From an optimization exercise on the open Yosys and OpenROAD flow, aimed at small area, a short achievable clock period and few clock cycles per item; shortcuts taken in it are not production practice. At most, simulation tests tie the RTL to the original design; equivalence was not proved. No functional check of the RTL was part of run 7. No activity file was given, so power comes from the tool's default toggle rates.

<file path="flow/design.v">
module xarm_codec_a (
    input  wire        clk,
    input  wire        rst,
    input  wire        req_valid,
    output wire        req_ready,
    input  wire [7:0]  req_op,
    input  wire [7:0]  req_cmd,
    input  wire [7:0]  req_n,
    input  wire [7:0]  req_rxn,
    input  wire [15:0] req_dur,
    input  wire        in_valid,
    output wire        in_ready,
    input  wire [7:0]  in_data,
    output wire        out_valid,
    input  wire        out_ready,
    output wire [7:0]  out_data,
    output wire        out_last,
    output wire        resp_valid,
    input  wire        resp_ready,
    output wire [7:0]  resp_status,
    output wire [7:0]  resp_reason,
    output wire [15:0] resp_val
);
    localparam [7:0] SIG = 8'h55;
    localparam [2:0] C_ENC = 3'd0, C_SETPOS = 3'd1, C_GETPOS = 3'd2, C_STOP = 3'd3,
                     C_BATT = 3'd4, C_DEC = 3'd5, C_DECPOS = 3'd6, C_DECBATT = 3'd7;
    localparam [2:0] R_OK = 3'd0, R_NR = 3'd1, R_PM = 3'd2, R_BR1 = 3'd3,
                     R_BR2 = 3'd4, R_BR11 = 3'd5, R_BR12 = 3'd6, R_FF = 3'd7;
    localparam [2:0] M_IDLE = 3'd0, M_EWAIT = 3'd1, M_ERUN = 3'd2, M_DRAIN = 3'd3,
                     M_RESP = 3'd4, M_IDS = 3'd5, M_RX = 3'd6, M_DEC = 3'd7;
    localparam [1:0] O_IDLE = 2'd0, O_FRAME = 2'd1, O_POS = 2'd2, O_PASS = 2'd3;
    reg [2:0]  mst;
    reg [2:0]  opc;
    reg        opok;       
    reg [7:0]  cmd;        
    reg [7:0]  n;
    reg [7:0]  rxn;
    reg [6:0]  flen;       
    reg [7:0]  j;          
    reg [4:0]  k;          
    reg [1:0]  tp;         
    reg [1:0]  rpt;        
    reg        sig_ok, cmd_ok, ids_ok;
    reg        lbad;       
    reg [2:0]  pre;        
    reg        dec_win;    
    reg [4:0]  kr;         
    reg [1:0]  osm;
    reg [5:0]  fidx;       
    reg        pdone;      
    reg        os_cur;     
    reg        pos_todo;   
    reg        pass_todo;  
    reg        ov, ol;     
    reg [7:0]  od;
    reg        skv;        
    reg [7:0]  skd;
    reg        ir;         
    reg        rr;         
    reg        resp_v;
    reg        rv_hold;    
    reg        st7, st4, st2, st0;    
    reg [3:0]  rsn;        
    reg [7:0]  lbuf [0:18];
    reg [7:0]  hbuf [0:18];
    reg        q_ok;
    reg [2:0]  q_opc;
    reg [7:0]  q_cmd;
    reg [2:0]  q_pre;
    wire       q_n0   = (req_n == 8'd0);
    wire       q_n19  = (req_n > 8'd19);
    wire       q_n60  = (req_n > 8'd60);
    wire       q_n59  = (req_n > 8'd59);
    wire       q_rx64 = (req_rxn > 8'd64);
    wire       q_rx0  = (req_rxn == 8'd0);
    always @(*) begin
        q_ok  = 1'b1;
        q_opc = C_ENC;
        q_cmd = req_cmd;
        q_pre = R_OK;
        case (req_op)
            8'h01: begin
                if (q_n60) q_pre = R_BR1;
            end
            8'h02: begin
                q_opc = C_SETPOS;  q_cmd = 8'h03;
                if (q_n0 || q_n19) q_pre = R_BR2;
            end
            8'h03: begin
                q_opc = C_GETPOS;  q_cmd = 8'h15;
                if (q_n0 || q_n19) q_pre = R_BR2;
            end
            8'h04: begin
                q_opc = C_STOP;    q_cmd = 8'h14;
                if (q_n0 || q_n59) q_pre = R_BR2;
            end
            8'h05: begin
                q_opc = C_BATT;    q_cmd = 8'h0F;
            end
            8'h08: begin
                q_opc = C_DEC;
                if (q_rx64)     q_pre = R_BR11;
                else if (q_n60) q_pre = R_BR12;
                else if (q_rx0) q_pre = R_NR;
            end
            8'h09: begin
                q_opc = C_DECPOS;  q_cmd = 8'h15;
                if (q_rx64)             q_pre = R_BR11;
                else if (q_n0 || q_n19) q_pre = R_BR2;
                else if (q_rx0)         q_pre = R_NR;
            end
            8'h0A: begin
                q_opc = C_DECBATT; q_cmd = 8'h0F;
                if (q_rx64)     q_pre = R_BR11;
                else if (q_rx0) q_pre = R_NR;
            end
            default: begin
                q_ok  = 1'b0;
                q_pre = R_FF;
            end
        endcase
    end
    wire [7:0] q_n3 = req_n + req_n + req_n;
    reg  [6:0] q_len;
    always @(*) begin
        case (req_op)
            8'h02:        q_len = 7'd5 + q_n3[6:0];
            8'h03, 8'h04: q_len = 7'd3 + req_n[6:0];
            8'h05:        q_len = 7'd2;
            8'h08:        q_len = 7'd4 + req_n[6:0];
            8'h09:        q_len = 7'd5 + q_n3[6:0];
            8'h0A:        q_len = 7'd6;
            default:      q_len = 7'd2 + req_n[6:0];
        endcase
    end
    wire c_enc   = opok && (!opc[2] || opc == C_BATT);
    wire c_good  = (pre == R_OK);
    wire c_drain = opok && (pre == R_BR1 || pre == R_BR2 || pre == R_BR11 || pre == R_BR12);
    wire [7:0] c_dlen = (opc == C_DEC || opc == C_DECBATT) ? rxn : n;
    wire is_dec     = (opc == C_DEC);
    wire is_decpos  = (opc == C_DECPOS);
    wire is_decbatt = (opc == C_DECBATT);
    wire [7:0] j1      = j + 8'd1;
    wire       rx_last = (j1 == rxn);
    wire       pre_ok  = (pre == R_OK);
    wire       dec_ok  = pre_ok && !lbad && sig_ok && cmd_ok;
    wire k_lt_n   = (kr != 5'd0);
    wire trip     = is_decpos && (j >= 8'd5) && k_lt_n;
    wire k_last   = (kr == 5'd1);
    wire [2:0] hlen = (opc == C_SETPOS) ? 3'd7 :
                      (opc == C_GETPOS || opc == C_STOP) ? 3'd5 : 3'd4;
    wire [6:0] pend = flen + 7'd2;
    wire o_idle  = (osm == O_IDLE);
    wire o_frame = (osm == O_FRAME);
    wire o_pos   = (osm == O_POS);
    wire o_pass  = (osm == O_PASS);
    wire f_hdr = os_cur && (fidx < {3'b000, hlen});
    wire f_pay = os_cur && !f_hdr && ({1'b0, fidx} < pend);
    reg [7:0] hdr_byte;
    always @(*) begin
        case (fidx[2:0])
            3'd0, 3'd1: hdr_byte = SIG;
            3'd2:       hdr_byte = {1'b0, flen};
            3'd3:       hdr_byte = cmd;
            3'd4:       hdr_byte = n;
            3'd5:       hdr_byte = lbuf[17];
            default:    hdr_byte = lbuf[18];
        endcase
    end
    wire [5:0] fidx1 = fidx + 6'd1;
    wire [7:0] lrd  = lbuf[k];
    wire [7:0] hrd  = hbuf[k];
    wire [7:0] pos_byte = fidx[0] ? hrd : lrd;
    wire in_fire    = in_valid && ir;
    wire acc        = req_valid && rr;
    wire ofree      = !ov || out_ready;
    wire olast_fire = ov && out_ready && ol;
    wire m_rx       = (mst == M_RX);
    wire pass_fire  = in_fire && ((mst == M_ERUN) || (m_rx && dec_win));
    wire src_v      = skv || pass_fire;
    wire [7:0] src_d = skv ? skd : in_data;
    wire rx_fire = in_fire && m_rx;
    wire sig_nx  = sig_ok && !(rx_fire && (j < 8'd2) && (in_data != SIG));
    wire cmd_nx  = cmd_ok && !(rx_fire && (j == 8'd3) && (in_data != cmd));
    wire ids_nx  = ids_ok && !(rx_fire && trip && (tp == 2'd0) && (in_data != lrd));
    function [2:0] outcome(input s_ok, input c_ok);
        if (!pre_ok)                                                  outcome = pre;
        else if (lbad || !s_ok || !c_ok || (is_decpos && !ids_ok))    outcome = R_PM;
        else                                                          outcome = R_OK;
    endfunction
    wire os_free   = o_idle || (pdone && olast_fire);
    wire slot_free = !resp_v || resp_ready;
    wire can_post  = slot_free && !pos_todo && !pass_todo &&
                     (o_idle || (pdone && olast_fire && !o_frame));
    wire pos_trig  = rx_fire && trip && (tp == 2'd2) && k_last && dec_ok && ids_ok;
    wire pass_trig = rx_fire && is_dec && (j == 8'd3) && pre_ok && !lbad &&
                     sig_ok && cmd_nx && (n != 8'd0);
    wire dec_enc     = (mst == M_DEC) && c_enc && c_good;
    wire frame_start = ((mst == M_EWAIT) || dec_enc) && os_free;
    wire pos_start   = (pos_todo || pos_trig) && os_free;
    wire pass_start  = (pass_todo || pass_trig) && os_free;
    wire frame_post  = o_frame && pdone && olast_fire;
    wire enc_done  = (mst == M_ERUN) && (({1'b0, fidx} >= pend) || pdone);
    wire rx_end    = rx_fire && rx_last;
    wire post_main = ((mst == M_RESP) || (rx_end && !pos_trig)) && can_post;
    reg [2:0] mst_n;
    reg [7:0] j_n;
    reg       dec_win_n;
    always @(*) begin
        mst_n     = mst;
        j_n       = j;
        dec_win_n = dec_win;
        case (mst)
            M_IDLE: if (req_valid) mst_n = M_DEC;
            M_DEC: begin
                j_n       = c_drain ? c_dlen : 8'd0;
                dec_win_n = 1'b0;
                if (!opok)                mst_n = M_RESP;
                else if (c_drain)         mst_n = M_DRAIN;
                else if (c_enc)           mst_n = os_free ? M_ERUN : M_EWAIT;
                else if (opc == C_DECPOS) mst_n = M_IDS;
                else if (pre == R_NR)     mst_n = M_RESP;
                else                      mst_n = M_RX;
            end
            M_EWAIT: if (os_free) mst_n = M_ERUN;
            M_ERUN:  if (enc_done) mst_n = M_IDLE;
            M_DRAIN: begin
                if (j == 8'd0) begin
                    if (rpt == 2'd0) mst_n = M_RESP;
                    j_n = is_decpos ? rxn : n;
                end else if (in_fire) begin
                    j_n = j - 8'd1;
                end
            end
            M_IDS: if (in_fire && k_last) mst_n = (pre == R_NR) ? M_RESP : M_RX;
            M_RX: if (in_fire) begin
                j_n       = j1;
                dec_win_n = is_dec && pre_ok && !lbad && sig_nx && cmd_nx &&
                            (j1 >= 8'd4) && (j1 < n + 8'd4);
                if (rx_last) mst_n = post_main ? M_IDLE : M_RESP;
            end
            M_RESP: if (post_main) mst_n = M_IDLE;
        endcase
    end
    reg [1:0] osm_n;
    reg [5:0] fidx_n;
    reg       pdone_n, os_cur_n;
    reg       ov_n, ol_n;
    reg [7:0] od_n;
    reg       skv_n;
    reg       ld;                       
    reg [7:0] ld_d;
    reg       ld_l;
    always @(*) begin
        osm_n    = osm;
        fidx_n   = fidx;
        pdone_n  = pdone;
        os_cur_n = os_cur && !enc_done;
        ld       = 1'b0;
        ld_d     = 8'h00;
        ld_l     = 1'b0;
        skv_n    = skv;
        if (frame_start) begin
            osm_n    = O_FRAME;
            os_cur_n = 1'b1;
            pdone_n  = 1'b0;
            fidx_n   = 6'd1;
            ld       = 1'b1;
            ld_d     = SIG;
        end else if (pos_start) begin
            osm_n    = O_POS;
            pdone_n  = 1'b0;
            fidx_n   = 6'd1;
            ld       = 1'b1;
            ld_d     = lbuf[0];
        end else if (pass_start) begin
            osm_n    = O_PASS;
            pdone_n  = 1'b0;
            fidx_n   = 6'd0;
        end else if (pdone && olast_fire) begin
            osm_n    = O_IDLE;
        end else if (ofree && !pdone) begin
            case (osm)
                O_FRAME: begin
                    ld_l = (fidx == 6'd63);
                    if (f_hdr) begin
                        ld   = 1'b1;
                        ld_d = hdr_byte;
                    end else if (f_pay) begin
                        ld   = src_v;
                        ld_d = src_d;
                    end else begin
                        ld   = 1'b1;
                    end
                end
                O_POS: begin
                    ld   = 1'b1;
                    ld_d = pos_byte;
                    ld_l = (fidx1 == {n[4:0], 1'b0});
                end
                O_PASS: begin
                    ld   = src_v;
                    ld_d = src_d;
                    ld_l = ({2'b00, fidx1} == n);
                end
                default: ;
            endcase
            if (ld) begin
                fidx_n  = fidx + 6'd1;
                pdone_n = ld_l;
                if (skv) skv_n = 1'b0;
            end
        end
        if (pass_fire && !ofree)
            skv_n = 1'b1;
        ov_n = ld ? 1'b1 : (out_ready ? 1'b0 : ov);
        od_n = ld ? ld_d : od;
        ol_n = ld ? ld_l : ol;
    end
    wire [2:0] c = frame_post ? R_OK : m_rx ? outcome(sig_nx, cmd_nx) : outcome(sig_ok, cmd_ok);
    wire resp_v_n   = frame_post || post_main || (resp_v && !resp_ready);
    wire rv_hold_n  = post_main ? is_decbatt : frame_post ? 1'b0 : rv_hold;
    wire       guard    = !(resp_v && rv_hold);
    wire       pay_cur  = (fidx >= {3'b000, hlen}) && ({1'b0, fidx} < pend);
    wire       pay_nxt  = (fidx1 >= {3'b000, hlen}) && ({1'b0, fidx1} < pend) && (fidx != 6'd63);
    wire       erun_keep = (mst == M_ERUN) && !enc_done;
    wire       ld_frame = ofree && (f_hdr || !f_pay || src_v);
    wire       ir_erun  = erun_keep && (ld_frame ? pay_nxt : (pay_cur && !skv && !pass_fire));
    wire [7:0] reload   = is_decpos ? rxn : n;
    wire       ir_drain = (mst == M_DRAIN) &&
                          ((j == 8'd0) ? ((rpt != 2'd0) && (reload != 8'd0)) : (!in_fire || (j != 8'd1)));
    wire       ir_dec   = (mst == M_DEC) && guard && opok && !c_drain && !c_enc &&
                          ((opc == C_DECPOS) || (pre != R_NR));
    wire       ir_ids   = (mst == M_IDS) && guard && (!(in_fire && k_last) || (pre != R_NR));
    wire       dw_a     = is_dec && pre_ok && !lbad && sig_ok && cmd_ok &&
                          (j1 >= 8'd4) && (j1 < n + 8'd4);
    wire       dwin_n   = in_fire ? (dw_a && !((j == 8'd3) && (in_data != cmd))) : dec_win;
    wire       pass_n   = pass_start || (o_pass && !(pdone && olast_fire));
    wire       ir_rx    = m_rx && guard && !(in_fire && rx_last) && (!dwin_n || (pass_n && !skv_n));
    wire       ir_n     = ir_erun || ir_drain || ir_dec || ir_ids || ir_rx;
    always @(posedge clk) begin
        if (rst) begin
            mst       <= M_IDLE;
            osm       <= O_IDLE;
            pdone     <= 1'b0;
            os_cur    <= 1'b0;
            pos_todo  <= 1'b0;
            pass_todo <= 1'b0;
            ov        <= 1'b0;
            skv       <= 1'b0;
            ir        <= 1'b0;
            rr        <= 1'b1;
            resp_v    <= 1'b0;
        end else begin
            mst       <= mst_n;
            osm       <= osm_n;
            pdone     <= pdone_n;
            os_cur    <= os_cur_n;
            ov        <= ov_n;
            skv       <= skv_n;
            ir        <= ir_n;
            rr        <= (mst_n == M_IDLE);
            resp_v    <= resp_v_n;
            pos_todo  <= pos_start ? 1'b0 : (pos_trig  ? 1'b1 : pos_todo);
            pass_todo <= pass_start ? 1'b0 : (pass_trig ? 1'b1 : pass_todo);
        end
    end
    always @(posedge clk) begin
        j       <= j_n;
        dec_win <= dec_win_n;
        fidx    <= fidx_n;
        od      <= od_n;
        ol      <= ol_n;
        rv_hold <= rv_hold_n;
        if (pass_fire && !ofree)
            skd <= in_data;
        if (frame_post || post_main) begin
            st7 <= (c == R_FF);
            st4 <= (c == R_FF) || (c == R_BR1) || (c == R_BR2) || (c == R_BR11) || (c == R_BR12);
            st2 <= (c == R_FF) || (c == R_PM);
            st0 <= (c == R_FF) || (c == R_NR);
            rsn <= (c == R_BR1)  ? 4'd1 :
                   (c == R_BR2)  ? 4'd2 :
                   (c == R_BR11) ? 4'd11 :
                   (c == R_BR12) ? 4'd12 : 4'd0;
        end
        if (acc) begin
            opc      <= q_opc;
            opok     <= q_ok;
            cmd      <= q_cmd;
            n        <= req_n;
            rxn      <= req_rxn;
            pre      <= q_pre;
            flen     <= q_len;
            lbuf[17] <= req_dur[7:0];
            lbuf[18] <= req_dur[15:8];
        end
        if (mst == M_DEC) begin
            lbad     <= (rxn < {1'b0, flen});
            k        <= 5'd0;
            kr       <= n[4:0];
            tp       <= 2'd0;
            sig_ok   <= 1'b1;
            cmd_ok   <= 1'b1;
            ids_ok   <= 1'b1;
            rpt      <= (opc == C_SETPOS) ? 2'd2 : (opc == C_DECPOS) ? 2'd1 : 2'd0;
        end
        if (mst == M_DRAIN && j == 8'd0)
            rpt <= rpt - 2'd1;
        if (mst == M_IDS && in_fire) begin
            lbuf[k] <= in_data;
            k       <= k_last ? 5'd0 : k + 5'd1;
            kr      <= k_last ? n[4:0] : kr - 5'd1;
        end
        if (rx_fire) begin
            sig_ok <= sig_nx;
            cmd_ok <= cmd_nx;
            ids_ok <= ids_nx;
            if (is_decbatt && j == 8'd4) hbuf[0] <= in_data;
            if (is_decbatt && j == 8'd5) hbuf[1] <= in_data;
            if (trip) begin
                case (tp)
                    2'd0: tp <= 2'd1;
                    2'd1: begin
                        lbuf[k] <= in_data;
                        tp <= 2'd2;
                    end
                    default: begin
                        hbuf[k] <= in_data;
                        tp  <= 2'd0;
                        k   <= k + 5'd1;
                        kr  <= kr - 5'd1;
                    end
                endcase
            end
        end
        if (pos_start)
            k <= 5'd0;
        else if (o_pos && ld && fidx[0])
            k <= k + 5'd1;
    end
    assign req_ready   = rr;
    assign in_ready    = ir;
    assign out_valid   = ov;
    assign out_data    = od;
    assign out_last    = ol;
    assign resp_valid  = resp_v;
    assign resp_status = {st7, st7, st7, st4, st7, st2, st0, st0};
    assign resp_reason = {4'h0, rsn};
    assign resp_val    = {hbuf[1], hbuf[0]};
endmodule
</file>
<file path="flow/flow/run.sh">
#!/bin/bash
# The standard layout, with plain buf_2 cells as the port buffers instead of
# the delay cells buffer_ports picks on its own.
set -euo pipefail
export BUFFER_PORTS_ARGS="-buffer_cell sky130_fd_sc_hd__buf_2"
bash standard.sh > standard_flow.log 2>&1
</file>
<file path="flow/standard.sh">
#!/bin/bash
# synth_recipe.tcl (not shown) runs the flow's synth.tcl, then flattens the netlist and writes it again
# the make line also repeats each setting of config.mk as NAME=value (left out here)
make -C /OpenROAD-flow-scripts/flow DESIGN_CONFIG=/design/flow/config.mk WORK_HOME=/design/flow/orfs CLKGATE_MAP_FILE= SYNTH_SCRIPT=/design/flow/synth_recipe.tcl "${@:-finish}"
</file>
<file path="flow/config.mk">
export PLATFORM = sky130hd
export DESIGN_NAME = xarm_codec_a
export DESIGN_NICKNAME = xarm_codec_a
export VERILOG_FILES = /design/flow/design.v
export SDC_FILE = /design/flow/constraint.sdc
export NUM_CORES = 4
export LEC_CHECK = 0
export CAP_MARGIN = 20
export CORE_MARGIN = 2
export CORE_UTILIZATION = 40
export CTS_BUF_LIST = sky130_fd_sc_hd__clkbuf_4 sky130_fd_sc_hd__clkbuf_8
export SETUP_SLACK_MARGIN = 3.9
export SLEW_MARGIN = 20
export TNS_END_PERCENT = 10
</file>
<file path="flow/constraint.sdc">
create_clock -name core_clock -period 6.5 [get_ports {clk}]
set_input_delay 1.3000 -clock core_clock [delete_from_list [all_inputs] [get_ports {clk}]]
set_output_delay 1.3000 -clock core_clock [all_outputs]
set_load 0.01 [all_outputs]
</file>
==> notes.md, run 1 <==
status=complete, no violations; post-DP HPWL=45400 um; # setup viols final=0; vias in the first global route=about 15000; Antenna diodes=0; Final Wtd Congestion=approximately 0.9; Clock Path Buffers=3; commonest cells after routing, fill and taps aside=391 x edfxtp_1, 104 x nand2_1, 100 x buf_4; mux contribution to synthesized area=0.105; Worst-Margin Slew=0.872 ns; worst flop-to-flop path startpoint=flen[1]; Synth Area in Adders=0.0396; Async SR Flop Fraction=0; Setup CP Type=flip-flop to flip-flop; Post-synth EDFFs=391; initial antenna violation count=0; reg-to-reg endpoint=od[1]; Power Density=about 290 nW/um^2; Worst EP required=about 6.9 ns; GR Util All Layers=0.241; arrival time worst endpoint=approximately 3.2 ns; Worst-Skew Late Latency=0.67 ns; RSZ-0062 raised after global routing=true; Yosys warnings=1; largest net degree at the start of global routing=55; CTS root buf=clkbuf_8; first-pass GRT wire length=between 90000 and 100000 um; CP Cell Sequence=ha_4 -> xnor2_2 -> ha_2 -> nand3_2 -> a21oi_2 -> o211ai_1 -> buf_4 -> buf_6 -> nand2_8 -> o32ai_1 -> and3_1 -> a221o_1; # IOs=about 110; crit start category=flip-flop; Pins Over Slew Limit=0; ranking of synthesized cells by area=edfxtp_1 54%, mux4_2 6.1%, ha_1 3.9%, dfxtp_1 3.0%, mux2i_1 2.8%; LEAKAGE=9.16 nW; min-delay src=tp[0]; crit end category=flip-flop; sequential fraction of the synthesis area=0.572; starting DRC count in detailed routing=1660; fin worst setup slack=3.70 ns; port bufs=approximately 100; layout cells sized above 1=0.333; main combinational cell family by area after synthesis=simple AND/OR/NAND/NOR gates; routed len/inst=26.0 um; Area Growth Syn to Fin=23.4%; wirelength, routed=slightly below 70000 um; Crit path largest cell delay=between 0.4 and 0.5 ns; Synth Instances=~1700; CP delay by family, top=compound AO/OA/AOI/OAI gates; GRT overflow=0; R2R cell count=12; ys flop type=edfxtp_1; post-synthesis cell area=21700 um^2; fmax=about 360 MHz; Synth Area in Compound Gates=0.110; setup_tns=0 ns; Clock Skews=about 0.042 ns; Crit-path slowest cell=edfxtp_1; final net count=about 2000; fill count=around 4600; Tmin final=2.80 ns; commonest non-fill, non-tap cell in the layout=edfxtp_1; H-Tree Depth=3; Synth Area in XOR/XNOR=0.0305; Die H=around 240 um; # rows=85; area leader, netlist=edfxtp_1; relative slew slack=0.416; Final Hold Fails=0; Worst Hold Class=flip-flop to flip-flop; CTS Hold Bufs=0; # DRC=0; setup slack, reg-to-reg=approximately 3.7 ns; post-route ant nets=0; max-cap check violation count=0; CP bufs+invs=2; Tcrit/Tclk final=0.431; total CTS buffers=about 70; Max IR drop VDD=0.000177 V; CP max FO=6; Via density=5.95; iteration count of the initial detailed-routing pass=8; chip width=~240 um; post-synthesis cell type count=97; post-synthesis simple-gate area fraction=0.111; WHS Path Cells=2; Mapped Avg Cell Area=12.9 um^2; CTS tree=done; initial cell density of the core=0.403; clk slew on worst S/H paths=around 0.060 ns; share of the synthesized area in the top cell type=0.542; CTS Sinks=around 420; FF+latch count, synth=about 420; core area=between 50000 and 60000 um^2; Die Area=approximately 56000 um^2; vias=between 15000 and 20000; Setup WS pre-CTS=~2.6 ns; Hold Crit Endpoint=tp[0]
-- Yosys cell counts (16+ instances only) --
library cell,instances
dfxtp_1,32
o21ai_0,45
clkbuf_1,54
a21oi_1,72
nor2b_1,17
nand3_1,52
nand2b_1,24
mux4_2,59
ha_1,67
o211ai_1,20
mux2i_1,61
mux2_4,16
xnor2_1,44
inv_1,56
buf_2,17
xor2_1,21
nor2_1,118
a22oi_1,18
o22ai_1,30
edfxtp_1,391
nand2_1,120
nor3_1,20
-- logic make-up (layout without fill, tap and decap cells) --
group                      count (synthesis)  after routing
DFF                                      423            423
muxes                                    144            144
adders and majority gates                 68             68
and+or+nand+nor                          470            473
other                                      1              4
xor gates and xnor gates                  69             69
buffers and inverters                    157            415
AOI/OAI and AO/OA                        342            342
-- power breakdown --
part	internal, mW	total [mW]	switching [mW]
sequential	3.14	3.37	0.234
clock	1.41	2.54	1.12
combinational	0.831	1.88	1.05
total	5.39	7.79	2.40
-- worst register-to-register path, cell delays in order (launching register included) --
cell and delay [ns]:
edfxtp_1 0.49, ha_4 0.23, xnor2_2 0.14, ha_2 0.35, nand3_2 0.10, a21oi_2 0.11
o211ai_1 0.09, buf_4 0.20, buf_6 0.13, nand2_8 0.09, o32ai_1 0.08, and3_1 0.21
a221o_1 0.31
-- metal layers --
metal / up-vias / GRT usage / wire length (um)
met1: 7929 / 0.341 / 29800
met5: - / 0 / 0
met3: 113 / 0.0477 / 5430
li1: 6918 / - / -
met4: 0 / 0.0777 / 1690
met2: 718 / 0.375 / 31600
-- how the worst max path moves through the flow --
stage                          start  cells past startpoint          to
after floorplan            req_op[5]                      7     flen[3]
after global placement       fidx[0]                      8       od[1]
after detailed placement     fidx[0]                      8       od[3]
after CTS                 in_data[3]                      9         st2
after global routing          opc[0]                      9  lbuf[1][2]
final                        flen[1]                     12       od[1]
-- registers in the layout (all words and copies together), names as in the netlist, 2 cells and up --
signal	cells
rxn	8
kr	5
flen	7
fidx	6
skd	8
hbuf	160
cmd	8
pre	3
opc	3
lbuf	152
osm	2
mst	3
rpt	2
k	5
j	8
n	8
tp	2
od	8
rsn	4
-- area by class of cell --
type / count / area [um^2] / share of cell area
well taps: 696 / 871 / 0.0326
clock inverters: 29 / 307 / 0.0115
repair buffers: 231 / 1850 / 0.0691
multi-input cells: 1100 / 9860 / 0.369
clock buffers: 98 / 1200 / 0.0451
inverters: 57 / 230 / 0.00861
flip-flops and latches: 423 / 12400 / 0.464
-- repair_timing --
item / 4_1_cts / 5_1_grt
setup buffers: 63 / 43
gates resized for setup: 132 / 93
pin swaps: 31 / 59
endpoints found under the setup margin: 403 / 402
gates cloned: 7 / 1
-- per-stage QoR --
stage                     power (mW)  cells  cell area (um^2)   util  hold WS (ns)
after floorplan                 4.34   1677             22000      -         0.458
after global placement          4.82   2393             23100  0.430         0.504
after detailed placement        4.83   2393             23100  0.430         0.514
after CTS                       7.61   2590             25900  0.482         0.541
after global routing            8.11   2634             26700  0.498         0.566
final                           7.79   2634             26700  0.498         0.530
Testbench counts, summed over its fixed seeds: cycles 160,886, items 3,200.
==> run 2, diff against run 1 <==
--- a/flow/config.mk
+++ b/flow/config.mk
@@ -11,4 +11,4 @@
 export CTS_BUF_LIST = sky130_fd_sc_hd__clkbuf_4 sky130_fd_sc_hd__clkbuf_8
 export SETUP_SLACK_MARGIN = 3.9
 export SLEW_MARGIN = 20
-export TNS_END_PERCENT = 10
+export TNS_END_PERCENT = 30
==> run 2 against run 1 <==
- fmax up 0.79%
- critical path depth down 4
- die area unchanged
- cell count up 1.4%
==> notes.md, run 2 <==
CP max FO=38; # setup viols final=0; Synth Instances=between 1500 and 2000; Setup WS pre-CTS=2.41 ns; fin worst setup slack=between 3 and 4 ns; # rows=85; commonest non-fill, non-tap cell in the layout=edfxtp_1; post-synthesis cell type count=97; vias in the first global route=roughly 15000; Synth Area in Compound Gates=0.110; setup_tns=0 ns; first-pass GRT wire length=between 90000 and 100000 um; CTS root buf=clkbuf_8; ranking of synthesized cells by area=edfxtp_1 54%, mux4_2 6.1%, ha_1 3.9%, dfxtp_1 3.0%, mux2i_1 2.8%; post-route ant nets=0; Clock Path Buffers=3; FF+latch count, synth=423; ys flop type=edfxtp_1; chip width=237 um; fin cells=approximately 2700; max-cap check violation count=0; Largest Register=hbuf; # DRC=0; Final Core Density=0.504; worst flop-to-flop path startpoint=k[4]; Post-synth EDFFs=slightly below 400; initial cell density of the core=0.403; Pins Over Slew Limit=0; Max IR drop VDD=0.000246 V; final net count=around 2000; Placement Cell Area=between 20000 and 25000 um^2; Yosys warnings=1; commonest cells after routing, fill and taps aside=391 x edfxtp_1, 119 x buf_4, 104 x nand2_1; CTS Hold Bufs=0; Via density=around 5.9; routed len/inst=approximately 25 um; placed insts=~2400; crit end category=flip-flop; Synth Area in XOR/XNOR=0.0305; Area Growth Syn to Fin=25.1%; Synth Area in Adders=0.0396; # IOs=107; Tcrit/Tclk final=0.428; CP Cell Sequence=buf_8 -> or2_2 -> o32ai_1 -> a211oi_1 -> o21ai_1 -> o22ai_1 -> mux2_2 -> o21ai_0; total design power=7.66 mW; H-Tree Depth=3; mux contribution to synthesized area=0.105; min-delay src=kr[0]; post-DP HPWL=about 44000 um; Power Density=around 280 nW/um^2; worst setup path startpoint=k[4]; initial antenna violation count=2; core area=53700 um^2; share of the synthesized area in the top cell type=0.542; arrival time worst endpoint=around 3.2 ns; iteration count of the initial detailed-routing pass=6; main combinational cell family by area after synthesis=simple AND/OR/NAND/NOR gates; GRT overflow=0; Worst-Margin Slew=between 0.8 and 0.9 ns; fin area=around 27000 um^2; worst hold slack=about 0.54 ns; clk slew on worst S/H paths=0.07 ns; Setup CP Type=flip-flop to flip-flop; Worst-Skew Late Latency=between 0.6 and 0.7 ns; LEAKAGE=around 9.4 nW; crit start category=flip-flop; RSZ-0062 raised after global routing=true; largest net degree at the start of global routing=45; CTS Sinks=423; most frequent cell after synthesis=edfxtp_1; total CTS buffers=74; Die Area=between 50000 and 60000 um^2; post-synthesis simple-gate area fraction=0.111; Mapped Avg Cell Area=around 13 um^2; Clock Skews=0.0563 ns; Tmin final=2.78 ns; port bufs=between 100 and 150; wirelength, routed=roughly 67000 um; sequential fraction of the synthesis area=0.572; status=complete, no violations; Final Wtd Congestion=~0.92; Die H=approximately 240 um; post-synthesis cell area=approximately 22000 um^2; commonest cells in the netlist=391 x edfxtp_1, 120 x nand2_1, 118 x nor2_1; Crit-path slowest cell=or2_2; fmax=360 MHz; GR Util All Layers=0.237; max FFs per register=160; top flop regs=hbuf x160, lbuf x152; Worst EP required=about 6.9 ns; relative slew slack=0.452; Async SR Flop Fraction=0; CTS tree=done; starting DRC count in detailed routing=around 1400; Final Hold Fails=0; Worst Hold Class=flip-flop to flip-flop; vias=between 15000 and 20000; Crit path largest cell delay=0.48 ns; layout cells sized above 1=0.337; area leader, netlist=edfxtp_1
-- run 2: worst paths after layout --
| path | to | slack (ns) | cells after the start |
|---|---|---|---|
| setup reg to reg | od[5] | 3.72 | 8 |
| hold reg to reg | kr[0] | 0.54 | 2 |
| setup / recovery | od[5] | 3.72 | 8 |
| hold / removal | kr[0] | 0.54 | 2 |
-- run 2: cell families (layout without fill, tap and decap cells) --
group | Yosys count | after routing
XOR/XNOR | 69 | 69
AO/OA/AOI/OAI | 342 | 342
other | 1 | 6
adder cells (fa/ha/maj) | 68 | 68
AND/OR/NAND/NOR | 470 | 474
flip-flops | 423 | 423
multiplexers | 144 | 144
buffers and inverters | 157 | 450
-- run 2: area by class of cell --
class / count / area, um^2
antenna: 2 / 5.00
clock buffer: 99 / 1250
clock inverter: 35 / 267
fill: 4568 / 26600
inverter: 57 / 228
multi-input combinational: 1101 / 9870
sequential: 423 / 12400
tap: 696 / 871
timing repair buffer: 259 / 2190
-- run 2: power by group --
group | total (mW) | switching (mW) | internal, mW
Combinational | 1.78 | 0.998 | 0.778
Sequential | 3.37 | 0.223 | 3.14
Clock | 2.52 | 1.13 | 1.38
-- run 2: timing repair --
item / CTS / global route
setup endpoints to repair: 405 / 409
hold endpoints to repair: 0 / 0
gates resized for setup: 147 / 73
pin swaps: 39 / 47
buffers inserted: 74 / 59
gates cloned: 6 / 2
-- run 2: routing by layer --
layer | up-vias | part of all wire | GRT usage | routed length [um]
li1 | 6993 | - | - | -
met2 | 682 | 0.46 | 0.373 | 31100
met1 | 7915 | 0.43 | 0.335 | 29200
met5 | - | 0 | 0 | 0
met4 | 0 | 0.026 | 0.0660 | 1740
met3 | 122 | 0.078 | 0.0487 | 5260
-- run 2: critical path: cells and delay by family (launching register included) --
kind / cells / cell delay (ns)
compound gates: 5 / 1.24
simple gates: 1 / 0.48
flops: 1 / 0.31
mux: 1 / 0.28
buf+inv: 1 / 0.19
==> run 3, diff against run 2 <==
--- a/flow/config.mk
+++ b/flow/config.mk
@@ -7,8 +7,7 @@
 export LEC_CHECK = 0
 export CAP_MARGIN = 20
 export CORE_MARGIN = 2
-export CORE_UTILIZATION = 40
+export CORE_UTILIZATION = 50
 export CTS_BUF_LIST = sky130_fd_sc_hd__clkbuf_4 sky130_fd_sc_hd__clkbuf_8
 export SETUP_SLACK_MARGIN = 3.9
 export SLEW_MARGIN = 20
-export TNS_END_PERCENT = 30
==> run 3 against run 2 <==
- still clean on timing, DRC and antenna
- global-route usage is 5.1 points higher
- sequential cell count stayed put
- sequential power hardly changed
- cell area is 1.0% higher
- largest cell class unchanged
- highest routed layer is now met5
==> notes.md, run 3 <==
status=complete, no violations; worst hold slack=roughly 0.53 ns; fin worst setup slack=~3.7 ns; port bufs=just over 100; fmax=~360 MHz; largest net degree at the start of global routing=46; LEAKAGE=approximately 9.4 nW; Post-synth EDFFs=around 390; # rows=76; CTS tree=done; Clock Skews=~0.038 ns; Worst path most repeated cell=a21o_1; CP delay by family, top=compound AO/OA/AOI/OAI gates; crit start category=flip-flop; Largest Register=hbuf; reg-to-reg endpoint=k[2]; WHS Path Cells=2; routed len/inst=25.7 um; final net count=2045; # IOs=between 100 and 150; area leader, netlist=edfxtp_1; initial antenna violation count=1; CTS Sinks=around 420; post-synthesis cell type count=between 90 and 100; total CTS buffers=72; vias=about 16000; max-cap check violation count=0; Mapped Avg Cell Area=12.9 um^2; # setup viols final=0; Setup WS pre-CTS=2.94 ns; setup slack, reg-to-reg=3.72 ns; sequential fraction of the synthesis area=0.572; initial cell density of the core=0.505; post-DP HPWL=between 40000 and 50000 um; CP Cell Sequence=ha_4 -> xnor2_1 -> ha_1 -> a21o_1 -> a21o_1 -> o211ai_1 -> buf_4 -> buf_6 -> and4_4 -> o21ai_4 -> a21oi_4 -> a221o_1; Power Density=288 nW/um^2; max FFs per register=160; Setup CP Type=flip-flop to flip-flop; ys flop type=edfxtp_1; Worst-Skew Late Latency=0.64 ns; Crit-path slowest cell=edfxtp_1; Tcrit/Tclk final=0.428; iteration count of the initial detailed-routing pass=6; Crit path largest cell delay=around 0.50 ns; Max IR drop VDD=0.000289 V; setup_tns=0 ns; FF+latch count, synth=423; post-synthesis cell area=~22000 um^2; clk slew on worst S/H paths=approximately 0.060 ns; Yosys warnings=1; commonest cells in the netlist=391 x edfxtp_1, 120 x nand2_1, 118 x nor2_1; GR Util All Layers=0.288; first-pass GRT wire length=~95000 um; Die Area=about 45000 um^2; top flop regs=hbuf x160, lbuf x152; Antenna diodes=0; CP bufs+invs=2; total design power=about 7.9 mW; Tmin final=about 2.8 ns; R2R cell count=12; worst flop-to-flop path startpoint=flen[1]; core area=about 43000 um^2; Via density=between 6 and 7; vias in the first global route=15000; starting DRC count in detailed routing=roughly 1600; Area Growth Syn to Fin=26.3%; Die H=between 200 and 250 um; CTS root buf=clkbuf_8; Pins Over Slew Limit=0; H-Tree Depth=3; post-route ant nets=0; Async SR Flop Fraction=0; # DRC=0; min-delay src=tp[0]; RSZ-0062 raised after global routing=true; commonest cells after routing, fill and taps aside=391 x edfxtp_1, 113 x buf_4, 104 x nand2_1; commonest non-fill, non-tap cell in the layout=edfxtp_1; GRT overflow=0; Hold Crit Endpoint=tp[0]; wirelength, routed=between 60000 and 70000 um; CTS Hold Bufs=0; crit end category=flip-flop; Final Wtd Congestion=between 0.9 and 1; relative slew slack=0.380; ranking of synthesized cells by area=edfxtp_1 54%, mux4_2 6.1%, ha_1 3.9%, dfxtp_1 3.0%, mux2i_1 2.8%; Worst EP required=around 7 ns; Worst Hold Class=flip-flop to flip-flop; Worst-Margin Slew=between 0.9 and 1 ns; Final Hold Fails=0; most frequent cell after synthesis=edfxtp_1; CP max FO=4; share of the synthesized area in the top cell type=0.542; Synth Instances=between 1500 and 2000; chip width=around 210 um; layout cells sized above 1=0.354; Clock Path Buffers=3; arrival time worst endpoint=3.30 ns
[run 3: cell counts after synthesis]
Identical to the previous run, type by type.
[run 3: layout make-up]
class	count	area [um^2]
Sequential cell	423	12400
Multi-Input combinational cell	1099	10200
Clock inverter	41	398
Clock buffer	90	1130
Timing Repair Buffer	262	2270
Fill cell	3291	15500
Inverter	57	235
Tap cell	585	732
[run 3: worst max-delay path by stage]
stage	slack, ns	end	startpoint	cells after the start
floorplan	3.50	flen[3]	req_op[5]	7
global placement	2.92	od[1]	k[0]	7
detailed placement	2.94	od[1]	k[0]	7
CTS	3.79	k[2]	flen[2]	13
global route	3.64	k[2]	flen[1]	12
finish	3.72	k[2]	flen[1]	12
[run 3: logic make-up after synthesis]
logic type	count (synthesis)	share of synthesized area
and+or+nand+nor	470	0.111
AOI/OAI and AO/OA	342	0.110
xor gates and xnor gates	69	0.0305
adders and majority gates	68	0.0396
buffers and inverters	157	0.0323
other	1	0.000173
muxes	144	0.105
DFF	423	0.572
[run 3: layer usage]
metal  global-route usage  up-vias  share of wire  wire, um
li1                     -     7004              -         -
met1                0.428     7929           0.45     29300
met2                0.425      710           0.44     29200
met3               0.0610      110          0.084      5510
met4               0.0879        2          0.025      1650
met5                    0        -        0.00020        13
[run 3: worst register-to-register path, cell delays in order, from the launching register on]
cell and delay [ns]:
edfxtp_1 0.50, ha_4 0.23, xnor2_1 0.26, ha_1 0.21
a21o_1 0.11, a21o_1 0.13, o211ai_1 0.10, buf_4 0.18
buf_6 0.13, and4_4 0.17, o21ai_4 0.21, a21oi_4 0.11
a221o_1 0.37
[run 3: where the power goes]
group | internal, mW | total [mW] | leakage (nW) | switching, mW
combinational | 0.860 | 1.95 | 4.82 | 1.09
clock | 1.44 | 2.57 | 0.790 | 1.14
sequential | 3.14 | 3.37 | 3.81 | 0.234
total | 5.43 | 7.90 | 9.42 | 2.46
[run 3: timing repair]
item,in CTS,in global routing
gates resized for setup,124,108
pin swaps,40,70
cloned,2,5
setup buffers,86,51
setup endpoints to repair,403,270
[run 3: metrics by stage]
stage               cell area, um^2  utilization  instances
detailed placement            23300        0.544       2282
global placement              23300        0.544       2282
CTS                           26300        0.613       2501
global route                  27400        0.638       2557
floorplan                     22500            -       1677
finish                        27400        0.638       2557
==> run 4, diff against run 3 <==
==> flow/config.mk (replaced) <==
export PLATFORM = sky130hd
export DESIGN_NAME = xarm_codec_a
export DESIGN_NICKNAME = xarm_codec_a
export VERILOG_FILES = /design/flow/design.v
export SDC_FILE = /design/flow/constraint.sdc
export NUM_CORES = 4
export LEC_CHECK = 0
export CAP_MARGIN = 0
export CORE_MARGIN = 2
export CORE_UTILIZATION = 40
export CTS_BUF_LIST = sky130_fd_sc_hd__clkbuf_4 sky130_fd_sc_hd__clkbuf_8
export SETUP_SLACK_MARGIN = 3.9
export SLEW_MARGIN = 0
==> run 4 against run 3 <==
- still clean on timing, DRC and antenna
- utilization fell by 13 points
- sequential share of layout area rose by 0.23 points
- combinational power fell by 2%
- total power fell by 4.8%
==> notes.md, run 4 <==
chip width=around 240 um; commonest cells after routing, fill and taps aside=391 x edfxtp_1, 121 x buf_4, 101 x nand2_1; Pins Over Slew Limit=0; Yosys warnings=1; max FFs per register=160; FF+latch count, synth=~420; most frequent cell after synthesis=edfxtp_1; top routing layer in use=met4; vias=~16000; Mapped Avg Cell Area=roughly 13 um^2; share of the synthesized area in the top cell type=0.542; Setup CP Type=flip-flop to flip-flop; total CTS buffers=70; H-Tree Depth=3; Crit-path slowest cell=edfxtp_1; ranking of synthesized cells by area=edfxtp_1 54%, mux4_2 6.1%, ha_1 3.9%, dfxtp_1 3.0%, mux2i_1 2.8%; CTS tree=done; routed len/inst=24.4 um; setup_tns=0 ns; met3 wire len=5220 um; Die Area=roughly 56000 um^2; # IOs=between 100 and 150; Post-synth EDFFs=391; CP max FO=7; relative slew slack=0.404; Placement Cell Area=23500 um^2; vias in the first global route=between 15000 and 20000; wirelength, routed=~65000 um; Max IR drop VDD=between 0.0001 and 0.00015 V; setup slack, reg-to-reg=~3.7 ns; largest net degree at the start of global routing=between 40 and 50; iteration count of the initial detailed-routing pass=6; Worst-Skew Late Latency=around 0.65 ns; fill count=around 4500; post-route ant nets=0; fin area=roughly 27000 um^2; Largest Register=hbuf; Synth Instances=between 1500 and 2000; post-synthesis cell area=~22000 um^2; CP delay by family, top=compound AO/OA/AOI/OAI gates; arrival time worst endpoint=3.12 ns; commonest non-fill, non-tap cell in the layout=edfxtp_1; # DRC=0; GRT overflow=0; Worst-Margin Slew=0.894 ns; Die H=237 um; WL met2=approximately 30000 um; final net count=2049; Power Density=approximately 280 nW/um^2; sequential fraction of the synthesis area=0.572; crit end category=flip-flop; post-DP HPWL=approximately 44000 um; initial antenna violation count=1; # setup viols final=0; crit start category=flip-flop; commonest cells in the netlist=391 x edfxtp_1, 120 x nand2_1, 118 x nor2_1; area leader, netlist=edfxtp_1; Final Core Density=0.507; CTS root buf=clkbuf_8; ys flop type=edfxtp_1; Worst Hold Class=flip-flop to flip-flop; Async SR Flop Fraction=0; max-cap check violation count=0; post-synthesis cell type count=97; CP bufs+invs=2; core area=about 54000 um^2; layout cells sized above 1=0.355; CTS Hold Bufs=0; Crit path largest cell delay=roughly 0.46 ns; Clock Path Buffers=3; GR Util All Layers=0.230; fmax=about 360 MHz; port bufs=between 100 and 150; CTS Sinks=around 420; LEAKAGE=9.27 nW; # rows=85; first-pass GRT wire length=96500 um; Final Hold Fails=0; Final Wtd Congestion=about 0.9; CP Cell Sequence=buf_4 -> buf_4 -> o21ai_0 -> and2_1 -> a21oi_1 -> nor2_4 -> nor2_4 -> a221oi_4 -> o21ai_1; Tmin final=approximately 2.8 ns; M1 wire length=between 20000 and 30000 um; clk slew on worst S/H paths=0.06 ns; RSZ-0062 raised after global routing=true; Via density=5.84; Clock Skews=roughly 0.031 ns; Tcrit/Tclk final=0.426; top flop regs=hbuf x160, lbuf x152; Worst EP required=roughly 6.9 ns; Area Growth Syn to Fin=25.7%; status=complete, no violations; initial cell density of the core=0.403; starting DRC count in detailed routing=1558
-- run 4: cell counts after synthesis --
Identical to the previous run, type by type.
-- run 4: final timing paths --
| check | start | end | cells after the start |
|---|---|---|---|
| worst max-delay path | opc[1] | od[3] | 9 |
| worst min-delay path | tp[0] | tp[0] | 2 |
| worst max register to register | opc[1] | od[3] | 9 |
| worst min register to register | tp[0] | tp[0] | 2 |
-- run 4: kinds of logic after synthesis --
family          share of synthesized area
xor+xnor                           0.0305
mux                                 0.105
simple gates                        0.111
other cells                      0.000173
compound gates                      0.110
buf+inv                            0.0323
fa+ha+maj                          0.0396
flops                               0.572
-- run 4: area by class of cell --
type	count	area, um^2	share of cell area
inverter	57	230	0.00845
sequential	423	12400	0.456
tap	696	871	0.0320
clock inverter	34	210	0.00772
antenna	1	2.50	0.0000919
multi-input combinational	1101	10300	0.377
timing repair buffer	266	2140	0.0788
clock buffer	87	1100	0.0405
-- run 4: per-layer routing --
metal / up-vias / track usage
li1: 7015 / -
met1: 7815 / 0.327
met2: 636 / 0.350
met3: 90 / 0.0490
met4: 0 / 0.0775
met5: - / 0
-- run 4: report_power, final --
part           internal [mW]  switching (mW)  leakage [nW]  total (mW)
Sequential              3.14           0.222          3.81        3.36
Combinational          0.837            1.07          4.76        1.91
Clock                   1.16            1.08         0.688        2.24
-- run 4: timing repair --
item / CTS / global route
gates cloned: 3 / 1
pin swaps: 59 / 83
setup endpoints to repair: 403 / 323
resized for setup: 124 / 109
setup buffers: 96 / 48
-- run 4: stage by stage --
stage               hold slack [ns]  power, mW  instances  setup slack [ns]
detailed placement            0.519       4.89       2395              2.47
finish                        0.522       7.52       2665              3.73
floorplan                     0.467       4.39       1677              3.50
global placement              0.498       4.88       2395              2.57
CTS                           0.523       7.38       2615              3.74
global route                  0.542       7.85       2665              3.63
-- run 4: worst min-delay path, cell delays in order, from the launching register on --
cell and delay, ns:
dfxtp_1 0.34, nand3_1 0.07, o31ai_1 0.06
==> run 5, diff against run 4 <==
==> flow/config.mk (replaced) <==
export PLATFORM = sky130hd
export DESIGN_NAME = xarm_codec_a
export DESIGN_NICKNAME = xarm_codec_a
export VERILOG_FILES = /design/flow/design.v
export SDC_FILE = /design/flow/constraint.sdc
export NUM_CORES = 4
export LEC_CHECK = 0
export CAP_MARGIN = 20
export CORE_MARGIN = 2
export CORE_UTILIZATION = 40
export CTS_BUF_LIST = sky130_fd_sc_hd__clkbuf_4 sky130_fd_sc_hd__clkbuf_8
export SETUP_SLACK_MARGIN = 3.6
export SLEW_MARGIN = 20
export TNS_END_PERCENT = 2
==> run 5 against run 4 <==
- utilization decreased by 4.3 points
- routed wire length decreased by 1.1%
- critical path depth increased by 3
- clock skew increased by 0.0064 ns
- clock power increased by 8.9%
- die area unchanged
- total power decreased by 2.9%
- worst hold slack improved by 0.0099 ns
- worst setup slack got worse by 0.29 ns
- sequential cell count unchanged
- cell area decreased by 8.4%
- critical path type unchanged
- largest power group unchanged
==> notes.md, run 5 <==
crit start category=flip-flop; ys flop type=edfxtp_1; R2R cell count=12; status=complete, no violations; post-DP HPWL=44300 um; CP max FO=6; GRT overflow=0; Setup CP Type=flip-flop to flip-flop; FF+latch count, synth=around 420; Mapped Avg Cell Area=between 10 and 15 um^2; CP Cell Sequence=ha_1 -> nand3_1 -> xnor2_2 -> ha_1 -> nand3_1 -> a21oi_1 -> o211ai_1 -> buf_4 -> nand2_1 -> o22ai_1 -> a221oi_1 -> o21ai_0; worst setup path startpoint=flen[2]; placed insts=~2400; Async SR Flop Fraction=0; Die H=roughly 240 um; Crit path largest cell delay=~0.43 ns; Final Wtd Congestion=just over 0.9; chip width=237 um; Tcrit/Tclk final=0.470; layout cells sized above 1=0.249; post-route ant nets=0; clk slew on worst S/H paths=around 0.06 ns; commonest non-fill, non-tap cell in the layout=edfxtp_1; final net count=1924; # setup viols final=0; initial antenna violation count=1; worst flop-to-flop path startpoint=flen[2]; Final Hold Fails=0; GR Util All Layers=0.230; Synth Instances=roughly 1700; # rows=85; routed len/inst=about 25 um; Die Area=approximately 56000 um^2; arrival time worst endpoint=roughly 3.4 ns; Clock Path Buffers=3; Multi-input gate area=approximately 9000 um^2; relative slew slack=0.428; Power Density=between 200 and 300 nW/um^2; core area=roughly 54000 um^2; port bufs=just over 100; share of the synthesized area in the top cell type=0.542; vias in the first global route=approximately 15000; fill count=roughly 4800; Clock Skews=about 0.038 ns; WHS Path Cells=2; initial cell density of the core=0.403; # IOs=107; CTS tree=done; commonest cells after routing, fill and taps aside=391 x edfxtp_1, 110 x nand2_1, 102 x buf_2; Worst Hold Class=flip-flop to flip-flop; sequential fraction of the synthesis area=0.572; max FFs per register=160; H-Tree Depth=3; total design power=7.29 mW; iteration count of the initial detailed-routing pass=5; total CTS buffers=73; crit end category=flip-flop; top flop regs=hbuf x160, lbuf x152; max-cap check violation count=0; fin area=~25000 um^2; vias=15100; CTS Sinks=approximately 420; post-synthesis cell area=21700 um^2; Crit-path slowest cell=edfxtp_1; first-pass GRT wire length=around 96000 um; min-delay src=os_cur; Yosys warnings=1; area leader, netlist=edfxtp_1; LEAKAGE=8.42 nW; Worst-Margin Slew=around 0.86 ns; Worst EP required=between 6 and 7 ns; Post-synth EDFFs=between 300 and 400; setup_tns=0 ns; Tmin final=approximately 3.1 ns; Placement Cell Area=approximately 23000 um^2; Via density=approximately 5.9; CTS root buf=clkbuf_8; RSZ-0062 raised after global routing=true; Final Core Density=0.464; fmax=between 300 and 400 MHz; largest net degree at the start of global routing=45; Area Growth Syn to Fin=15.1%; commonest cells in the netlist=391 x edfxtp_1, 120 x nand2_1, 118 x nor2_1; area occupied by registers=between 10000 and 15000 um^2; Largest Register=hbuf; ranking of synthesized cells by area=edfxtp_1 54%, mux4_2 6.1%, ha_1 3.9%, dfxtp_1 3.0%, mux2i_1 2.8%; Worst-Skew Late Latency=0.66 ns; starting DRC count in detailed routing=1892; Max IR drop VDD=between 0.00015 and 0.0002 V; # DRC=0; fin cells=about 2500; most frequent cell after synthesis=edfxtp_1; wirelength, routed=about 64000 um; post-synthesis cell type count=97; Pins Over Slew Limit=0
[run 5: cell counts after synthesis]
No cell type changed its count.
[run 5: timing repair]
action / 4_1_cts / 5_1_grt
setup endpoints to repair: 381 / 305
endpoints found under the hold margin: 0 / 0
hold buffers: 0 / 0
buffers inserted: 14 / 6
pin swaps: 2 / 5
resized for setup: 54 / 22
[run 5: where the power goes]
group | internal, mW | switching [mW] | leakage [nW]
clock network | 1.33 | 1.11 | 0.777
logic | 0.613 | 0.882 | 3.83
registers | 3.14 | 0.225 | 3.81
[run 5: final timing paths]
check	endpoint	slack (ns)
max	od[6]	3.44
min	os_cur	0.53
max reg2reg	od[6]	3.44
min reg2reg	os_cur	0.53
[run 5: area by class of cell]
cell class,instances,share of cell area
multi-input combinational,1097,0.364
clock buffer,101,0.0497
sequential,423,0.497
timing repair buffer,142,0.0356
clock inverter,31,0.00923
tap,696,0.0349
antenna,1,0.000100
inverter,57,0.00903
[run 5: routing by layer]
layer	vias to the layer above	track usage	share of wire
li1	6742	-	-
met1	7645	0.332	0.45
met5	-	0	0
met3	85	0.0340	0.073
met4	0	0.0573	0.018
met2	661	0.364	0.46
[run 5: cells by family after synthesis]
logic type,share of synthesized area
other,0.000173
adder cells (fa/ha/maj),0.0396
XOR/XNOR,0.0305
flip-flops,0.572
buffers and inverters,0.0323
multiplexers,0.105
AO/OA/AOI/OAI,0.110
AND/OR/NAND/NOR,0.111
[run 5: metrics by stage]
stage | worst slack [ns] | hold WS (ns)
3_3_place_gp | 2.70 | 0.489
5_1_grt | 3.32 | 0.556
3_5_place_dp | 2.66 | 0.487
2_1_floorplan | 3.47 | 0.458
4_1_cts | 3.47 | 0.518
6_report | 3.44 | 0.532
[run 5: worst max-delay path, delay by kind of cell, from the launching register on]
kind | cells | cell delay (ns)
AND/OR/NAND/NOR | 3 | 0.42
buffers and inverters | 1 | 0.23
flip-flops | 1 | 0.43
AO/OA/AOI/OAI | 5 | 0.98
adder cells (fa/ha/maj) | 2 | 0.51
XOR/XNOR | 1 | 0.18
==> run 6, diff against run 5 <==
--- a/flow/config.mk
+++ b/flow/config.mk
@@ -9,6 +9,6 @@
 export CORE_MARGIN = 2
 export CORE_UTILIZATION = 40
 export CTS_BUF_LIST = sky130_fd_sc_hd__clkbuf_4 sky130_fd_sc_hd__clkbuf_8
-export SETUP_SLACK_MARGIN = 3.6
+export SETUP_SLACK_MARGIN = 4.0
 export SLEW_MARGIN = 20
 export TNS_END_PERCENT = 2
==> run 6 against run 5 <==
- still clean
- worst hold slack got worse by 0.00074 ns
- cell count rose by 2.7%
- clock skew rose by 0.0016 ns
- cell area rose by 4.2%
- routed wire length rose by 4.4%
- largest cell class unchanged
- largest power group unchanged
==> notes.md, run 6 <==
Mapped Avg Cell Area=~13 um^2; CP delay by family, top=compound AO/OA/AOI/OAI gates; most frequent cell after synthesis=edfxtp_1; routed len/inst=around 26 um; # DRC=0; setup_tns=0 ns; GR Util All Layers=0.241; top flop regs=hbuf x160, lbuf x152; commonest cells in the netlist=391 x edfxtp_1, 120 x nand2_1, 118 x nor2_1; Die Area=around 56000 um^2; starting DRC count in detailed routing=1663; crit start category=primary input; Sw Pwr=approximately 2.3 mW; CP bufs+invs=2; worst flop-to-flop path startpoint=opc[1]; post-route ant nets=0; chip width=roughly 240 um; Crit path largest cell delay=between 0.3 and 0.4 ns; fill count=4683; R2R cell count=9; Comb pwr share=0.231; post-synthesis cell area=approximately 22000 um^2; arrival time worst endpoint=3.15 ns; Worst EP required=6.88 ns; Clock Skews=0.0392 ns; CTS root buf=clkbuf_8; Die H=about 240 um; worst setup path startpoint=req_n[2]; # setup viols final=0; Power Density=289 nW/um^2; Synth Instances=around 1700; ranking of synthesized cells by area=edfxtp_1 54%, mux4_2 6.1%, ha_1 3.9%, dfxtp_1 3.0%, mux2i_1 2.8%; initial cell density of the core=0.403; Post-synth EDFFs=between 300 and 400; FF+latch count, synth=roughly 420; Pins Over Slew Limit=0; clk slew on worst S/H paths=approximately 0.060 ns; status=complete, no violations; H-Tree Depth=3; core area=53700 um^2; CTS Sinks=423; wirelength, routed=around 67000 um; # rows=85; port bufs=~100; Critical Path Stages=10; # IOs=~110; P_int=between 5 and 6 mW; Max IR drop VDD=~0.00021 V; iteration count of the initial detailed-routing pass=5; post-DP HPWL=about 45000 um; share of the synthesized area in the top cell type=0.542; layout cells sized above 1=0.303; area occupied by registers=between 10000 and 15000 um^2; Sw Share=0.311; max FFs per register=160; Setup CP Type=primary input to flip-flop; setup slack, reg-to-reg=around 3.8 ns; vias in the first global route=between 15000 and 20000; Final Hold Fails=0; sequential fraction of the synthesis area=0.572; area leader, netlist=edfxtp_1; LEAKAGE=around 9 nW; Final Wtd Congestion=0.916; RSZ-0062 raised after global routing=true; initial antenna violation count=3; total CTS buffers=74; vias=roughly 16000; CP Cell Sequence=buf_2 -> clkinvlp_4 -> ha_1 -> ha_4 -> a21o_1 -> a21oi_1 -> xnor2_1 -> a22o_1 -> a31oi_1 -> nand2_1; Yosys warnings=1; ys flop type=edfxtp_1; Worst Hold Class=flip-flop to flip-flop; Tcrit/Tclk final=0.426; Multi-input gate area=between 9000 and 10000 um^2; commonest non-fill, non-tap cell in the layout=edfxtp_1; Clock Path Buffers=3; GRT overflow=0; Via density=around 6; Async SR Flop Fraction=0; Area Growth Syn to Fin=19.9%; CTS tree=done; largest net degree at the start of global routing=45; commonest cells after routing, fill and taps aside=391 x edfxtp_1, 104 x nand2_1, 102 x buf_2; crit end category=flip-flop; final net count=1994; first-pass GRT wire length=around 100000 um; WHS Path Cells=2; Tmin final=around 2.8 ns; max-cap check violation count=0; fmax=between 300 and 400 MHz; clock power share=0.324; Worst Setup EP=flen[5]; total design power=roughly 7.5 mW; CP max FO=8; Worst-Skew Late Latency=between 0.6 and 0.7 ns; Largest Register=hbuf; reg-to-reg endpoint=od[1]; min-delay src=tp[0]; sequential power share=0.445; relative slew slack=0.400; Crit-path slowest cell=ha_1; Worst-Margin Slew=approximately 0.9 ns; post-synthesis cell type count=97
## run 6: cell counts after synthesis
No cell type changed its count.
## run 6: how the worst min path moves through the flow
stage,to,slack [ns]
after floorplan,os_cur,0.46
after global placement,os_cur,0.50
after detailed placement,os_cur,0.50
after CTS,os_cur,0.52
after global routing,tp[0],0.55
final,tp[0],0.53
## run 6: kinds of logic after synthesis
family / synth area share
flip-flops: 0.572
adder cells (fa/ha/maj): 0.0396
XOR/XNOR: 0.0305
AO/OA/AOI/OAI: 0.110
multiplexers: 0.105
AND/OR/NAND/NOR: 0.111
other: 0.000173
buffers and inverters: 0.0323
## run 6: metal layers
metal / share of wire / vias to the layer above / track usage
met2: 0.45 / 782 / 0.371
met4: 0.028 / 0 / 0.0811
met5: 0 / - / 0
met3: 0.082 / 130 / 0.0487
met1: 0.44 / 7810 / 0.341
li1: - / 6884 / -
## run 6: worst reg2reg max path, stage by stage, from the launching register on
cell,delay [ns]
edfxtp_1,0.47
or3b_4,0.45
ha_1,0.30
nor2b_2,0.16
o21ai_2,0.22
nand3_2,0.11
or2_4,0.26
o32ai_1,0.27
and3_1,0.24
a221o_1,0.15
## run 6: timing repair
action / CTS / global route
endpoints found under the setup margin: 444 / 443
setup buffers: 82 / 4
hold endpoints to repair: 0 / 0
gates resized for setup: 144 / 11
cloned: 3 / 1
pin swaps: 34 / 5
hold buffers: 0 / 0
## run 6: per-stage QoR
| stage | hold slack [ns] | instances | cell area (um^2) | worst slack [ns] | util |
|---|---|---|---|---|---|
| after global routing | 0.550 | 2617 | 26000 | 3.64 | 0.484 |
| final | 0.532 | 2618 | 26000 | 3.73 | 0.484 |
| after CTS | 0.519 | 2609 | 25900 | 3.79 | 0.481 |
| after floorplan | 0.458 | 1677 | 22000 | 3.50 | - |
| after detailed placement | 0.499 | 2394 | 23000 | 2.68 | 0.429 |
| after global placement | 0.501 | 2394 | 23000 | 2.75 | 0.429 |
## run 6: layout make-up
type	count	area share
flip-flops and latches	423	0.477
multi-input cells	1100	0.365
repair buffers	208	0.0594
clock buffers	107	0.0502
well taps	696	0.0335
inverters	57	0.00867
clock inverters	23	0.00554
diodes	4	0.000385
## run 6: power by group through the flow
stage | sequential, mW | combinational (mW) | clock, mW
after global placement | 3.43 | 1.38 | 0
after floorplan | 3.28 | 1.06 | 0
after global routing | 3.36 | 1.88 | 2.59
final | 3.35 | 1.74 | 2.43
after CTS | 3.34 | 1.71 | 2.47
after detailed placement | 3.43 | 1.40 | 0
==> run 7, diff against run 6 <==
--- a/flow/design.v
+++ b/flow/design.v
@@ -154,8 +154,10 @@
     wire o_frame = (osm == O_FRAME);
     wire o_pos   = (osm == O_POS);
     wire o_pass  = (osm == O_PASS);
-    wire f_hdr = os_cur && (fidx < {3'b000, hlen});
-    wire f_pay = os_cur && !f_hdr && ({1'b0, fidx} < pend);
+    reg        f_hdr, f_pay;
+    wire [6:0] fidx1w = {1'b0, fidx} + 7'd1;
+    wire       hdr_nx = os_cur && (fidx1w < {4'b0000, hlen});
+    wire       pay_nx = os_cur && (fidx1w >= {4'b0000, hlen}) && (fidx1w < pend);
     reg [7:0] hdr_byte;
     always @(*) begin
         case (fidx[2:0])
@@ -321,11 +323,9 @@
     wire resp_v_n   = frame_post || post_main || (resp_v && !resp_ready);
     wire rv_hold_n  = post_main ? is_decbatt : frame_post ? 1'b0 : rv_hold;
     wire       guard    = !(resp_v && rv_hold);
-    wire       pay_cur  = (fidx >= {3'b000, hlen}) && ({1'b0, fidx} < pend);
-    wire       pay_nxt  = (fidx1 >= {3'b000, hlen}) && ({1'b0, fidx1} < pend) && (fidx != 6'd63);
     wire       erun_keep = (mst == M_ERUN) && !enc_done;
     wire       ld_frame = ofree && (f_hdr || !f_pay || src_v);
-    wire       ir_erun  = erun_keep && (ld_frame ? pay_nxt : (pay_cur && !skv && !pass_fire));
+    wire       ir_erun  = erun_keep && (ld_frame ? pay_nx : (f_pay && !skv && !pass_fire));
     wire [7:0] reload   = is_decpos ? rxn : n;
     wire       ir_drain = (mst == M_DRAIN) &&
                           ((j == 8'd0) ? ((rpt != 2'd0) && (reload != 8'd0)) : (!in_fire || (j != 8'd1)));
@@ -346,6 +346,8 @@
             os_cur    <= 1'b0;
             pos_todo  <= 1'b0;
             pass_todo <= 1'b0;
+            f_hdr     <= 1'b0;
+            f_pay     <= 1'b0;
             ov        <= 1'b0;
             skv       <= 1'b0;
             ir        <= 1'b0;
@@ -363,6 +365,13 @@
             resp_v    <= resp_v_n;
             pos_todo  <= pos_start ? 1'b0 : (pos_trig  ? 1'b1 : pos_todo);
             pass_todo <= pass_start ? 1'b0 : (pass_trig ? 1'b1 : pass_todo);
+            if (frame_start) begin
+                f_hdr <= 1'b1;
+                f_pay <= 1'b0;
+            end else if (ld && o_frame) begin
+                f_hdr <= hdr_nx;
+                f_pay <= pay_nx;
+            end
         end
     end
     always @(posedge clk) begin
--- a/flow/config.mk
+++ b/flow/config.mk
@@ -9,6 +9,5 @@
 export CORE_MARGIN = 2
 export CORE_UTILIZATION = 40
 export CTS_BUF_LIST = sky130_fd_sc_hd__clkbuf_4 sky130_fd_sc_hd__clkbuf_8
-export SETUP_SLACK_MARGIN = 4.0
+export SETUP_SLACK_MARGIN = 3.9
 export SLEW_MARGIN = 20
-export TNS_END_PERCENT = 2
==> run 7 against run 6 <==
- combinational power grew 3%
- critical path depth shrank 1
- clock skew grew 0.0034 ns
- via count shrank 1.8%
- total power grew 0.87%
- sequential cell count grew 2
- routed wire length shrank 0.66%
- cell count shrank 0.95%
- critical endpoint is now lbuf[17][2]
- non-clock buffer count grew 45
- clock power is essentially flat
==> notes.md, run 7 <==
crit end category=flip-flop; Synth Area in XOR/XNOR=0.0355; CTS Sinks=425; initial cell density of the core=0.405; Yosys warnings=1; share of the synthesized area in the top cell type=0.551; starting DRC count in detailed routing=between 1500 and 2000; relative slew slack=0.448; Tcrit/Tclk final=0.443; Worst-Skew Late Latency=0.67 ns; status=complete, no violations; # setup viols final=0; post-route ant nets=0; Pins Over Slew Limit=0; ranking of synthesized cells by area=edfxtp_1 55%, mux4_2 7.3%, ha_1 3.9%, dfxtp_1 3.2%, mux2i_1 2.4%; Area Growth Syn to Fin=25.7%; commonest cells in the netlist=391 x edfxtp_1, 126 x nand2_1, 113 x nor2_1; chip width=between 200 and 250 um; sequential fraction of the synthesis area=0.583; Final Core Density=0.509; initial antenna violation count=4; Die H=235 um; Tmin final=2.88 ns; wirelength, routed=66700 um; max-cap check violation count=0; H-Tree Depth=3; GR Util All Layers=0.235; # rows=84; Synth Area in Compound Gates=0.102; ys flop type=edfxtp_1; post-synthesis simple-gate area fraction=0.100; Post-synth EDFFs=approximately 390; main combinational cell family by area after synthesis=multiplexers; Setup CP Type=primary input to flip-flop; arrival time worst endpoint=3.28 ns; fmax=between 300 and 400 MHz; Die Area=approximately 55000 um^2; vias=15300; crit start category=primary input; first-pass GRT wire length=97000 um; CP max FO=5; mux contribution to synthesized area=0.106; Final Wtd Congestion=roughly 0.95; vias in the first global route=around 15000; port bufs=just over 100; layout cells sized above 1=0.351; GRT overflow=0; Worst Hold Class=flip-flop to flip-flop; Largest Register=hbuf; commonest non-fill, non-tap cell in the layout=edfxtp_1; Synth Area in Adders=0.0403; Power Density=about 280 nW/um^2; Max IR drop VDD=around 0.00025 V; Worst EP required=6.90 ns; # IOs=between 100 and 150; routed len/inst=between 20 and 30 um; Synth Instances=roughly 1600; post-DP HPWL=~43000 um; final net count=a little under 2000; Via density=a little under 6; CTS root buf=clkbuf_8; most frequent cell after synthesis=edfxtp_1; Async SR Flop Fraction=0; total CTS buffers=74; CTS tree=done; clk slew on worst S/H paths=0.06 ns; setup_tns=0 ns; Final Hold Fails=0; Clock Path Buffers=3; RSZ-0062 raised after global routing=true; top flop regs=hbuf x160, lbuf x152; post-synthesis cell area=21300 um^2; FF+latch count, synth=425; Clock Skews=about 0.043 ns; iteration count of the initial detailed-routing pass=5; Worst-Margin Slew=~0.83 ns; # DRC=0; post-synthesis cell type count=85; largest net degree at the start of global routing=45; commonest cells after routing, fill and taps aside=391 x edfxtp_1, 112 x nand2_1, 107 x buf_4; area leader, netlist=edfxtp_1; max FFs per register=160; LEAKAGE=9.22 nW; core area=around 53000 um^2; Mapped Avg Cell Area=between 10 and 15 um^2
run 7: changes by cell type after synthesis, sizes merged, moves of 10 or more:
cell	change
nand2b	-10
mux2i	-11
mux4	+10
o32ai	-11
nor3	+15
nand3	-28
run 7: cell families after synthesis:
| group | count (synthesis) |
|---|---|
| adder cells (fa/ha/maj) | 68 |
| AO/OA/AOI/OAI | 318 |
| AND/OR/NAND/NOR | 430 |
| buffers and inverters | 158 |
| XOR/XNOR | 72 |
| flip-flops | 425 |
| multiplexers | 137 |
| other | 1 |
run 7: worst paths after layout:
check | to | slack [ns] | start | cells past startpoint
max | lbuf[17][2] | 3.62 | in_valid | 9
min | os_cur | 0.49 | os_cur | 2
max reg2reg | lbuf[17][2] | 3.64 | j[0] | 10
min reg2reg | os_cur | 0.49 | os_cur | 2
run 7: power breakdown:
part	switching (mW)	internal [mW]	total [mW]
clock	1.14	1.31	2.44
sequential	0.188	3.15	3.34
combinational	1.00	0.796	1.80
run 7: through the flow:
| stage | cells | setup slack [ns] | hold slack (ns) | power, mW | cell area [um^2] |
|---|---|---|---|---|---|
| global route | 2593 | 3.58 | 0.518 | 7.90 | 26800 |
| CTS | 2549 | 3.57 | 0.489 | 7.48 | 26100 |
| global placement | 2321 | 2.58 | 0.459 | 4.84 | 22900 |
| finish | 2593 | 3.62 | 0.492 | 7.59 | 26800 |
| detailed placement | 2321 | 2.52 | 0.478 | 4.85 | 22900 |
| floorplan | 1612 | 3.09 | 0.443 | 4.38 | 22000 |
run 7: timing repair:
action	CTS	global route
buffers inserted	95	38
gates cloned	3	2
pin swaps	49	65
hold buffers	0	0
resized for setup	129	67
endpoints found under the setup margin	399	385
run 7: area by class of cell:
cell class,instances,area [um^2]
fillers,4459,25800
flip-flops and latches,425,12400
multi-input cells,1032,9580
repair buffers,253,2190
clock buffers,99,1210
well taps,688,861
clock inverters,31,239
inverters,61,236
diodes,4,10.0
run 7: worst max-delay path, cell delays in order:
cell and delay, ns:
buf_2 0.11, and2_4 0.18, nand2_4 0.07, or4_4 0.54, o31ai_4 0.22, buf_12 0.17, buf_8 0.13, nand4_4 0.18
mux2_4 0.35
run 7: metal layers:
layer	track usage	wire length, um
met1	0.332	28200
met2	0.364	30800
met3	0.0436	5290
met4	0.0861	2420
met5	0	0

-- what the ideal ports hide --
Ports are ideal in the flow. The routed layouts listed here were re-timed in OpenROAD.
Step 1 assumes that a clkbuf_16 drives the clock port and a buf_2 every other input.
Step 2 times the ports against the registers' clock, not the clock port: input delays grow and output delays shrink by t, the midpoint of the rising clock arrivals with the driver on.
Slacks: no drivers / after step 1 / after step 2; pairs: no drivers / after step 1.
run	shift t [ns]	setup slack, ns
run 1	0.700	3.699 / 3.699 / 3.056
run 2	0.702	3.721 / 3.721 / 3.065
run 3	0.669	3.720 / 3.720 / 3.202
run 4	0.690	3.732 / 3.732 / 3.218
run 5	0.705	3.444 / 3.444 / 2.863
run 6	0.720	3.731 / 3.748 / 3.040
run 7	0.707	3.622 / 3.637 / 2.948
After both steps every run listed still meets setup and hold.
